This design comes from an exercise in tuning for small area on the open sky130 flow, not from production work.
Function was checked by simulation only, so behaviour that the tests miss may differ from the original.
Power is estimated from default activity; no workload was simulated.

==> flow/design.v <==
module mfm_enc (
    input  wire [7:0]  d,
    input  wire        ctx,       
    output wire [15:0] code
);
    wire [7:0] sh  = {ctx, d[7:1]};
    wire [7:0] clk = ~(d | sh);
    genvar i;
    generate
        for (i = 0; i < 8; i = i + 1) begin : g_bit
            assign code[2*i]   = d[i];
            assign code[2*i+1] = clk[i];
        end
    endgenerate
endmodule
module mfm_dec (
    input  wire [15:0] code,
    output wire [7:0]  d
);
    genvar i;
    generate
        for (i = 0; i < 8; i = i + 1) begin : g_bit
            assign d[i] = code[2*i];
        end
    endgenerate
endmodule
module mfm_ctrl (
    input  wire        clk,
    input  wire        rst,
    input  wire [3:0]  cfg_fd_att,    
    input  wire        cfg_hd_att,    
    input  wire        host_cs,
    input  wire        host_we,
    input  wire [2:0]  host_addr,
    input  wire [7:0]  host_wdata,
    output reg  [7:0]  host_rdata,
    output wire [8:0]  buf_addr,
    output reg         buf_we,
    output reg  [7:0]  buf_wdata,
    input  wire [7:0]  buf_rdata,
    input  wire [3:0]  fd_index,
    input  wire        hd_index,
    input  wire        fd_wp,
    input  wire        fd_tk0,
    input  wire        hd_ready,
    input  wire        hd_tk0,
    input  wire        hd_sc,
    input  wire        bit_tick,
    input  wire        rd_bit,
    output wire        wr_gate,
    output wire        wr_bit,
    output wire [1:0]  drv_sel,
    output wire        hd_sel,
    output reg  [2:0]  head_out,
    output reg         step_out,
    output reg         dir_out,
    output wire        rwc_out,
    output wire        precomp_out,
    output wire        motor_on
);
    localparam [14:0] MOTOR_TIME   = 15'd20000;
    localparam [7:0]  FD_DEBOUNCE  = 8'd200;
    localparam [8:0]  SYNC_WINDOW  = 9'd480;       
    localparam [15:0] FD_SYNC      = 16'h5554;
    localparam [15:0] HD_SYNC      = 16'h5555;
    localparam [2:0]  HD_HEAD_MASK = 3'd3;         
    localparam        HD_TYPE_BIT  = 1'b1;
    localparam [1:0] X_NONE = 2'd0, X_SYNC = 2'd1, X_READ = 2'd2, X_WRITE = 2'd3;
    reg [1:0]  sel_drive;
    reg        cmd_rwc;
    reg [4:0]  target;
    reg        read_mode;
    reg        ecc_req;
    reg        precomp;
    reg        busy;
    reg [8:0]  cursor;
    reg [14:0] motor_cnt;
    reg [3:0]  fd_counter;
    reg        fd_seen;
    reg [7:0]  fd_since;       
    reg [4:0]  hd_counter;
    reg        hd_seen;
    reg [17:0] hd_since;       
    reg [12:0] hd_period;
    reg        sec_active;
    reg [12:0] sec_cnt;
    reg        idle_valid;
    reg [4:0]  idle_cnt;
    reg [1:0]  xfer;
    reg [15:0] sync_sr;
    reg [4:0]  sync_n;
    reg [8:0]  sync_win;
    reg [15:0] pend_bits;
    reg [3:0]  pend_cnt;
    reg [15:0] emit_sr;
    reg        gate;
    wire kind_hd  = cfg_hd_att && (sel_drive == 2'd0);
    wire fd_att   = cfg_fd_att[sel_drive];
    wire motor_is_on = (motor_cnt != 15'd0);
    wire host_rd  = host_cs && !host_we;
    wire host_wr  = host_cs &&  host_we;
    wire wr_ctl0  = host_wr && (host_addr == 3'd0) && !busy;
    wire wr_ctl1  = host_wr && (host_addr == 3'd1) && !busy;
    wire wr_data  = host_wr && (host_addr == 3'd2) && !busy;
    wire wr_reset = host_wr && (host_addr == 3'd3) && !busy;
    wire wr_start = host_wr && (host_addr == 3'd4) && !busy;
    wire rd_data  = host_rd && (host_addr == 3'd2) && !busy;
    wire new_kind_hd = cfg_hd_att && (host_wdata[1:0] == 2'd0);
    wire fd_pulse  = !kind_hd && fd_att && fd_index[sel_drive];
    wire hd_pulse  = kind_hd && hd_index;
    wire sec_fire  = kind_hd && sec_active && (sec_cnt == hd_period) && !hd_pulse;
    wire increment = fd_pulse || hd_pulse || sec_fire;
    wire fd_bounce = fd_seen && (fd_since < FD_DEBOUNCE);
    wire [3:0] fd_counter_nx = fd_bounce ? 4'd15 : fd_counter + 4'd1;
    wire [4:0] hd_counter_nx = hd_pulse ? 5'd0 : hd_counter + 5'd1;
    wire [4:0] counter_nx    = kind_hd ? hd_counter_nx : {1'b0, fd_counter_nx};
    wire [12:0] new_period   = hd_since[17:5];
    wire xfer_on   = (xfer != X_NONE);
    wire do_complete = increment && busy && xfer_on;
    wire do_match    = increment && busy && !xfer_on && (counter_nx == target);
    wire do_idle     = increment && busy && !xfer_on && !do_match && idle_valid;
    wire idle_done   = do_idle && ({1'b0, idle_cnt} + 6'd1 >= (kind_hd ? 6'd32 : 6'd16));
    wire do_ecc      = do_complete && read_mode && kind_hd && ecc_req;
    wire tick = bit_tick && !increment;
    wire [15:0] sync_nx   = {sync_sr[14:0], rd_bit};
    wire [15:0] pattern   = kind_hd ? HD_SYNC : FD_SYNC;
    wire        sync_hit  = (sync_n >= 5'd15) && (sync_nx == pattern);
    wire        sync_fail = !sync_hit && (sync_win == SYNC_WINDOW - 9'd1);
    wire [15:0] pend_nx   = {pend_bits[14:0], rd_bit};
    wire [7:0]  rd_byte;
    mfm_dec u_dec_rd (.code(pend_nx), .d(rd_byte));
    wire [7:0]  prev_byte;
    mfm_dec u_dec_wr (.code(pend_bits), .d(prev_byte));
    wire        first_fire = do_match && !read_mode;
    wire        enc_ctx    = first_fire ? 1'b0 : prev_byte[7];
    wire [15:0] enc_code;
    mfm_enc u_enc (.d(buf_rdata), .ctx(enc_ctx), .code(enc_code));
    wire w_fire  = tick && (xfer == X_WRITE) && (pend_cnt == 4'd15);
    wire r_store = tick && (xfer == X_READ)  && (pend_cnt == 4'd15);
    assign buf_addr    = cursor;
    assign drv_sel     = sel_drive;
    assign hd_sel      = kind_hd;
    assign rwc_out     = cmd_rwc;
    assign precomp_out = precomp;
    assign motor_on    = motor_is_on;
    assign wr_gate     = gate;
    assign wr_bit      = gate && emit_sr[15];
    wire [7:0] status0 = kind_hd ? {2'b00, 1'b1, hd_sc, 1'b0, hd_tk0, hd_ready, 1'b0}
                       : fd_att  ? {5'b00000, fd_tk0, 1'b0, fd_wp}
                       :           8'h00;
    wire [7:0] status1 = {4'b0000, HD_TYPE_BIT, motor_is_on, busy, kind_hd};
    always @(*) begin
        case (host_addr)
            3'd0:    host_rdata = status0;
            3'd1:    host_rdata = status1;
            3'd2:    host_rdata = busy ? 8'hFF : buf_rdata;
            3'd5:    host_rdata = busy ? 8'hFF : buf_rdata;    
            default: host_rdata = 8'hFF;
        endcase
    end
    always @(*) begin
        buf_we    = 1'b0;
        buf_wdata = 8'h00;
        if (wr_data) begin
            buf_we    = 1'b1;
            buf_wdata = host_wdata;
        end else if (do_ecc) begin
            buf_we    = 1'b1;
            buf_wdata = 8'h00;
        end else if (r_store) begin
            buf_we    = 1'b1;
            buf_wdata = rd_byte;
        end
    end
    always @(posedge clk) begin
        if (rst) begin
            sel_drive <= 2'd0;
            cmd_rwc   <= 1'b0;
            target    <= 5'd0;
            read_mode <= 1'b0;
            ecc_req   <= 1'b0;
            precomp   <= 1'b0;
            head_out  <= 3'd0;
            step_out  <= 1'b0;
            dir_out   <= 1'b0;
            motor_cnt <= 15'd0;
        end else begin
            if (wr_ctl0) begin
                sel_drive <= host_wdata[1:0];
                cmd_rwc   <= host_wdata[7];
                if (new_kind_hd) begin
                    head_out <= host_wdata[4:2] & HD_HEAD_MASK;
                    step_out <= host_wdata[5];
                    dir_out  <= host_wdata[6];
                end else if (cfg_fd_att[host_wdata[1:0]]) begin
                    head_out <= host_wdata[4:2];
                    step_out <= host_wdata[5];
                    dir_out  <= host_wdata[6];
                end
            end
            if (wr_ctl1) begin
                target    <= host_wdata[4:0];
                read_mode <= host_wdata[5];
                ecc_req   <= host_wdata[6];
                precomp   <= host_wdata[7];
            end
            if (wr_ctl0)
                motor_cnt <= MOTOR_TIME;
            else if (motor_is_on)
                motor_cnt <= motor_cnt - 15'd1;
        end
    end
    always @(posedge clk) begin
        if (rst) begin
            fd_counter <= 4'd0;
            fd_seen    <= 1'b0;
            fd_since   <= 8'd0;
            hd_counter <= 5'd0;
            hd_seen    <= 1'b0;
            hd_since   <= 18'd0;
            hd_period  <= 13'd0;
            sec_active <= 1'b0;
            sec_cnt    <= 13'd0;
        end else begin
            if (fd_pulse) begin
                fd_counter <= fd_counter_nx;
                fd_seen    <= 1'b1;
                fd_since   <= 8'd1;
            end else if (fd_since != FD_DEBOUNCE) begin
                fd_since   <= fd_since + 8'd1;
            end
            if (hd_pulse) begin
                hd_counter <= 5'd0;
                hd_seen    <= 1'b1;
                hd_since   <= 18'd1;
                if (hd_seen) begin
                    hd_period  <= new_period;
                    sec_active <= (new_period != 13'd0);
                end else begin
                    sec_active <= 1'b0;
                end
                sec_cnt <= 13'd1;
            end else begin
                if (hd_since != 18'h3FFFF)
                    hd_since <= hd_since + 18'd1;
                if (sec_fire) begin
                    hd_counter <= hd_counter_nx;
                    sec_cnt    <= 13'd1;
                    if (hd_counter_nx == 5'd31)
                        sec_active <= 1'b0;
                end else if (sec_active) begin
                    sec_cnt <= sec_cnt + 13'd1;
                end
            end
            if (wr_ctl0 && !new_kind_hd)
                sec_active <= 1'b0;
        end
    end
    always @(posedge clk) begin
        if (rst) begin
            busy       <= 1'b0;
            cursor     <= 9'd0;
            idle_valid <= 1'b0;
            idle_cnt   <= 5'd0;
            xfer       <= X_NONE;
            sync_sr    <= 16'd0;
            sync_n     <= 5'd0;
            sync_win   <= 9'd0;
            pend_bits  <= 16'd0;
            pend_cnt   <= 4'd0;
            emit_sr    <= 16'd0;
            gate       <= 1'b0;
        end else begin
            if (wr_reset)
                cursor <= 9'd0;
            if (wr_data || rd_data)
                cursor <= cursor + 9'd1;
            if (wr_start && motor_is_on) begin
                busy       <= 1'b1;
                idle_valid <= 1'b1;
                idle_cnt   <= 5'd0;
            end
            if (do_complete) begin
                busy <= 1'b0;
                xfer <= X_NONE;
                gate <= 1'b0;
            end else if (do_match) begin
                idle_valid <= 1'b0;
                pend_cnt   <= 4'd0;
                if (read_mode) begin
                    xfer      <= X_SYNC;
                    sync_sr   <= 16'd0;
                    sync_n    <= 5'd0;
                    sync_win  <= 9'd0;
                    pend_bits <= 16'd0;
                end else begin
                    xfer      <= X_WRITE;
                    pend_bits <= enc_code;
                    cursor    <= cursor + 9'd1;
                end
            end else if (do_idle) begin
                idle_cnt <= idle_cnt + 5'd1;
                if (idle_done)
                    busy <= 1'b0;
            end
            if (tick) begin
                case (xfer)
                    X_SYNC: begin
                        sync_sr  <= sync_nx;
                        sync_win <= sync_win + 9'd1;
                        if (sync_n != 5'd16)
                            sync_n <= sync_n + 5'd1;
                        if (sync_hit) begin
                            xfer      <= X_READ;
                            pend_bits <= 16'd0;
                            pend_cnt  <= 4'd0;
                        end else if (sync_fail) begin
                            xfer <= X_NONE;
                        end
                    end
                    X_READ: begin
                        if (r_store) begin
                            pend_bits <= 16'd0;
                            pend_cnt  <= 4'd0;
                            cursor    <= cursor + 9'd1;
                        end else begin
                            pend_bits <= pend_nx;
                            pend_cnt  <= pend_cnt + 4'd1;
                        end
                    end
                    X_WRITE: begin
                        pend_cnt <= pend_cnt + 4'd1;
                        if (w_fire) begin
                            emit_sr   <= pend_bits;
                            gate      <= 1'b1;
                            pend_bits <= enc_code;
                            cursor    <= cursor + 9'd1;
                        end else begin
                            emit_sr <= {emit_sr[14:0], 1'b0};
                        end
                    end
                    default: ;
                endcase
            end
        end
    end
endmodule
==> flow/run.sh <==
#!/bin/bash
# synth_recipe.tcl (not shown) runs the flow's synth.tcl, then flattens the netlist and writes it again
# the make line also repeats each setting of config.mk as NAME=value (left out here)
make -C /OpenROAD-flow-scripts/flow DESIGN_CONFIG=/design/flow/config.mk WORK_HOME=/design/flow/orfs CLKGATE_MAP_FILE= SYNTH_SCRIPT=/design/flow/synth_recipe.tcl finish
==> flow/config.mk <==
export PLATFORM = sky130hd
export DESIGN_NAME = mfm_ctrl
export DESIGN_NICKNAME = mfm_ctrl
export VERILOG_FILES = /design/flow/design.v
export SDC_FILE = /design/flow/constraint.sdc
export NUM_CORES = 4
export LEC_CHECK = 0
export CAP_MARGIN = 20
export CORE_MARGIN = 2
export CORE_UTILIZATION = 40
export SLEW_MARGIN = 20
==> flow/constraint.sdc <==
create_clock -name core_clock -period 10.0 [get_ports {clk}]
set_input_delay 2.0000 -clock core_clock [delete_from_list [all_inputs] [get_ports {clk}]]
set_output_delay 2.0000 -clock core_clock [all_outputs]
set_load 0.01 [all_outputs]
==> results.tsv <==
stage	metric	value	unit
run_status	status	no timing/DRC/antenna violations	
place	place_ws	2.77	ns
timing	finalCritPeriodShare	72.1	%
die	fp.coreArea	0.0224	sq mm
global_route	gr-total-overflow	0	
cells_and_area	syn_to_final_growth	17.0	%
setup_path	path_max_fanout	17	
power_and_ir_drop	vdd_ir_drop_max	0.113	mV
timing	fin_crit	7.21	ns
clock_tree	clock_path_buffers	2	
detailed_routing	initialDrtViolationCount	425	
detailed_routing	routed_wl	22.9	mm
timing	rsz0062_at_grt	false	
global_route	grt_max_degree	47	
power_and_ir_drop	power.internal	1.22	mW
timing	relSlewSlack	32.7	%
power_and_ir_drop	p_per_area	158	mW/mm^2
synth	syn_avg_cell_area	8.49	sq um
clock_tree	clkSlewWorstSetupHoldPaths	0.06	ns
global_route	grt_pass1_wl	37.7	mm
synth	ys_seq_elements	179	
detailed_routing	num_vias	7835	
worst_hold_path	hold_class	reg -> reg	
cells_and_area	drive_gt1_share	5.78	%
clock_tree	post_cts_buffers	0	
clock_tree	numCtsBuffers	17	
cells_and_area	finalNonFillerCells	1409	
flow_run	drv_cap	0	
clock_tree	postCtsHoldBufs	0	
setup_path	critPathRequiredTime	8.00	ns
cells_and_area	antenna_cells	0	
synth	yosysSeqAreaShare	39.5	%
die	start_util	40.4	%
clock_tree	cts_resized	0	
cells_and_area	final_core_util	47.3	%
detailed_routing	drc	0	
timing	worst_slew_pin_slew	1.01	ns
synth	synth_area	0.00907	sq mm
power_and_ir_drop	pwr-share-seq	45.1	%
global_route	antenna_found_initial	0	
die	fp.dieH	155	microns
synth	yosys.cell_types.count	74	
synth	ys_warn_count	1	
place	dp.cells	1377	
clock_tree	clock_sinks	179	
die	boundaryPins	79	
die	placementRows	55	
place	gp_congestion	0.815	
power_and_ir_drop	combPwrFrac	13.2	%
timing	fmax	139	MHz
timing	final.setup_skew	0.0161	ns
die	die_width	155	microns
global_route	track_usage	19.4	%
setup_path	r2r_setup_slack	6.35	ns
timing	setup_slack	2.79	ns
power_and_ir_drop	power.switching	0.455	mW
clock_tree	root_buffer	clkbuf_16	
setup_path	cp-start-kind	input port	
synth	syn_nets	1126	
detailed_routing	wire_per_inst	16.2	microns
detailed_routing	ant_nets	0	
timing	maxSlewViolCount	0	
cells_and_area	nNetsFinal	1168	
timing	setup_tns	0	ns
die	dieArea	0.0239	sq mm
timing	hold_slack	0.472	ns
synth	synthArstFlopShare	0	%
power_and_ir_drop	swShare	27.2	%
synth	synth-edff-count	0	
power_and_ir_drop	p_leak	3.73	nW
synth	syn_inst	1069	
synth	synthFlopType	dfxtp_1	
setup_path	crit_arrival	5.21	ns
power_and_ir_drop	power_frac_clock	41.7	%
clock_tree	clock_latency	0.44	ns
place	numPortBuffers	78	
timing	finalHoldViolCount	0	
global_route	grt_pass1_vias	7407	
setup_path	critical_path_class	in -> out	
clock_tree	cts_tree	done	
place	dp_hpwl	15.8	mm
timing	setup_violations	0	
clock_tree	cts_htree_levels	4	
detailed_routing	routed_via_density	5.56	
detailed_routing	dr.pass1.iters	4	
setup_path	end_kind	output port	
## power by group through the flow
stage / sequential, mW / combinational, mW / clock, mW
global placement: 0.772 / 0.219 / 0
global route: 0.760 / 0.248 / 0.741
finish: 0.756 / 0.221 / 0.698
floorplan: 0.767 / 0.155 / 0
CTS: 0.756 / 0.221 / 0.712
detailed placement: 0.772 / 0.220 / 0
## sequential cells by signal, summed over array words and instances, names as in the netlist, 3 cells and up
register and cells:
head_out 3, idle_cnt 5, cursor 9, hd_counter 5, emit_sr 16, sec_cnt 13
target 5, hd_period 13, sync_sr 15, sync_win 9, hd_since 18, fd_since 8
fd_counter 4, motor_cnt 15, pend_cnt 4, sync_n 5, pend_bits 16
## cells in the final DEF (no fill, tap or decap), drive strengths merged, types with 6 or more instances in the layout
cell           count
o21a               8
nor4               6
and2               9
clkbuf            20
dfxtp            179
o22ai             16
a311oi            17
nand3b             6
or3               10
mux2i             36
a31oi              7
xnor2             36
xor2              32
and3              19
clkdlybuf4s50     77
a221o              6
buf               12
nor2             126
inv               24
o21ai             23
nor3              27
a211oi             7
a22o              27
nand2            106
nand2b            11
a22oi             17
nand3             50
nor3b              7
nor2b             19
ha                17
a21oi             61
nand4             25
## area by class of cell
cell class / count / area [sq um]
fillers: 2189 / 11800
multi-input cells: 804 / 5140
flip-flops and latches: 179 / 3580
repair buffers: 89 / 858
clock buffers: 20 / 457
well taps: 285 / 357
clock inverters: 12 / 146
inverters: 20 / 75.1
## routing by layer
| metal | vias up | track usage, % | wire length, microns |
|---|---|---|---|
| li1 | 3952 | - | - |
| met1 | 3659 | 25.7 | 11000 |
| met2 | 193 | 30.7 | 10200 |
| met3 | 31 | 4.26 | 1130 |
| met4 | 0 | 7.76 | 506 |
| met5 | - | 0 | 0 |
## metrics by stage
| stage | total power, mW | instance area (sq um) |
|---|---|---|
| CTS | 1.69 | 10600 |
| finish | 1.68 | 10600 |
| global placement | 0.991 | 10000 |
| global route | 1.75 | 10600 |
| detailed placement | 0.992 | 10000 |
| floorplan | 0.922 | 9070 |
## logic make-up (layout without fill, tap and decap cells)
kind of cell,after synthesis,in the layout,synth area share [%]
flops,179,179,39.5
xor+xnor,68,68,6.57
compound gates,237,237,18.9
simple gates,438,438,23.5
mux,44,44,5.34
fa+ha+maj,17,17,2.34
buf+inv,86,141,3.88
## worst max-delay path: stages
cell,delay (ns)
clkdlybuf4s50_1,0.50
nor3b_4,0.66
nand4_1,0.30
o41ai_4,0.61
nand2b_1,0.21
nor4_1,0.07
buf_4,0.18
a22o_1,0.19
clkdlybuf4s50_1,0.48
## cell usage after synthesis (16+ instances only)
| library cell | count | area, sq um |
|---|---|---|
| dfxtp_1 | 179 | 3580 |
| xnor2_1 | 36 | 315 |
| xor2_1 | 32 | 280 |
| nand3_1 | 50 | 250 |
| nor3_1 | 27 | 135 |
| a311oi_1 | 17 | 149 |
| a21oi_1 | 61 | 305 |
| nor2b_1 | 19 | 119 |
| clkbuf_1 | 56 | 210 |
| a22oi_1 | 17 | 128 |
| ha_1 | 17 | 213 |
| mux2i_1 | 36 | 360 |
| nor2_1 | 126 | 473 |
| nand4_1 | 25 | 156 |
| a22o_1 | 27 | 236 |
| nand2_1 | 106 | 398 |
| inv_1 | 19 | 71.3 |
| o22ai_1 | 16 | 100 |
| and3_1 | 19 | 119 |
| o21ai_0 | 23 | 115 |
## path summary, 6_finish.rpt
kind,start,to,cells past startpoint
hold / removal,hd_period[1],hd_period[1],2
setup / recovery,cfg_hd_att,buf_wdata[3],9
setup reg to reg,sel_drive[0],cursor[5],7
hold reg to reg,hd_period[1],hd_period[1],2

[static timing again, ports no longer ideal]
In the flow no input, the clock included, has a driving cell. The finished layout below was timed again as built, in two steps. Step 1 (the two cells are an assumption about what drives the block):
set clk [get_ports {clk}]
set_driving_cell -lib_cell sky130_fd_sc_hd__clkbuf_16 $clk
set_driving_cell -lib_cell sky130_fd_sc_hd__buf_2 [delete_from_list [all_inputs] $clk]
Step 2 times the ports against the registers' clock, not the clock port: input delays grow and output delays shrink by t, the midpoint of the rising clock arrivals with the driver on. a / b / c = ideal ports / drivers / drivers and shift; a / b = the first two.
t, ns: 0.482
slack for setup (ns): 2.788 / 2.761 / 2.761
clock arrival spread, ns: 0.016 / 0.016
slew at the worst register clock pin (ns): 0.08 / 0.08
After both steps setup and hold are still met in this run. The setup slack of this run moves by -0.027 ns with the drivers and by -0.027 ns with both steps.
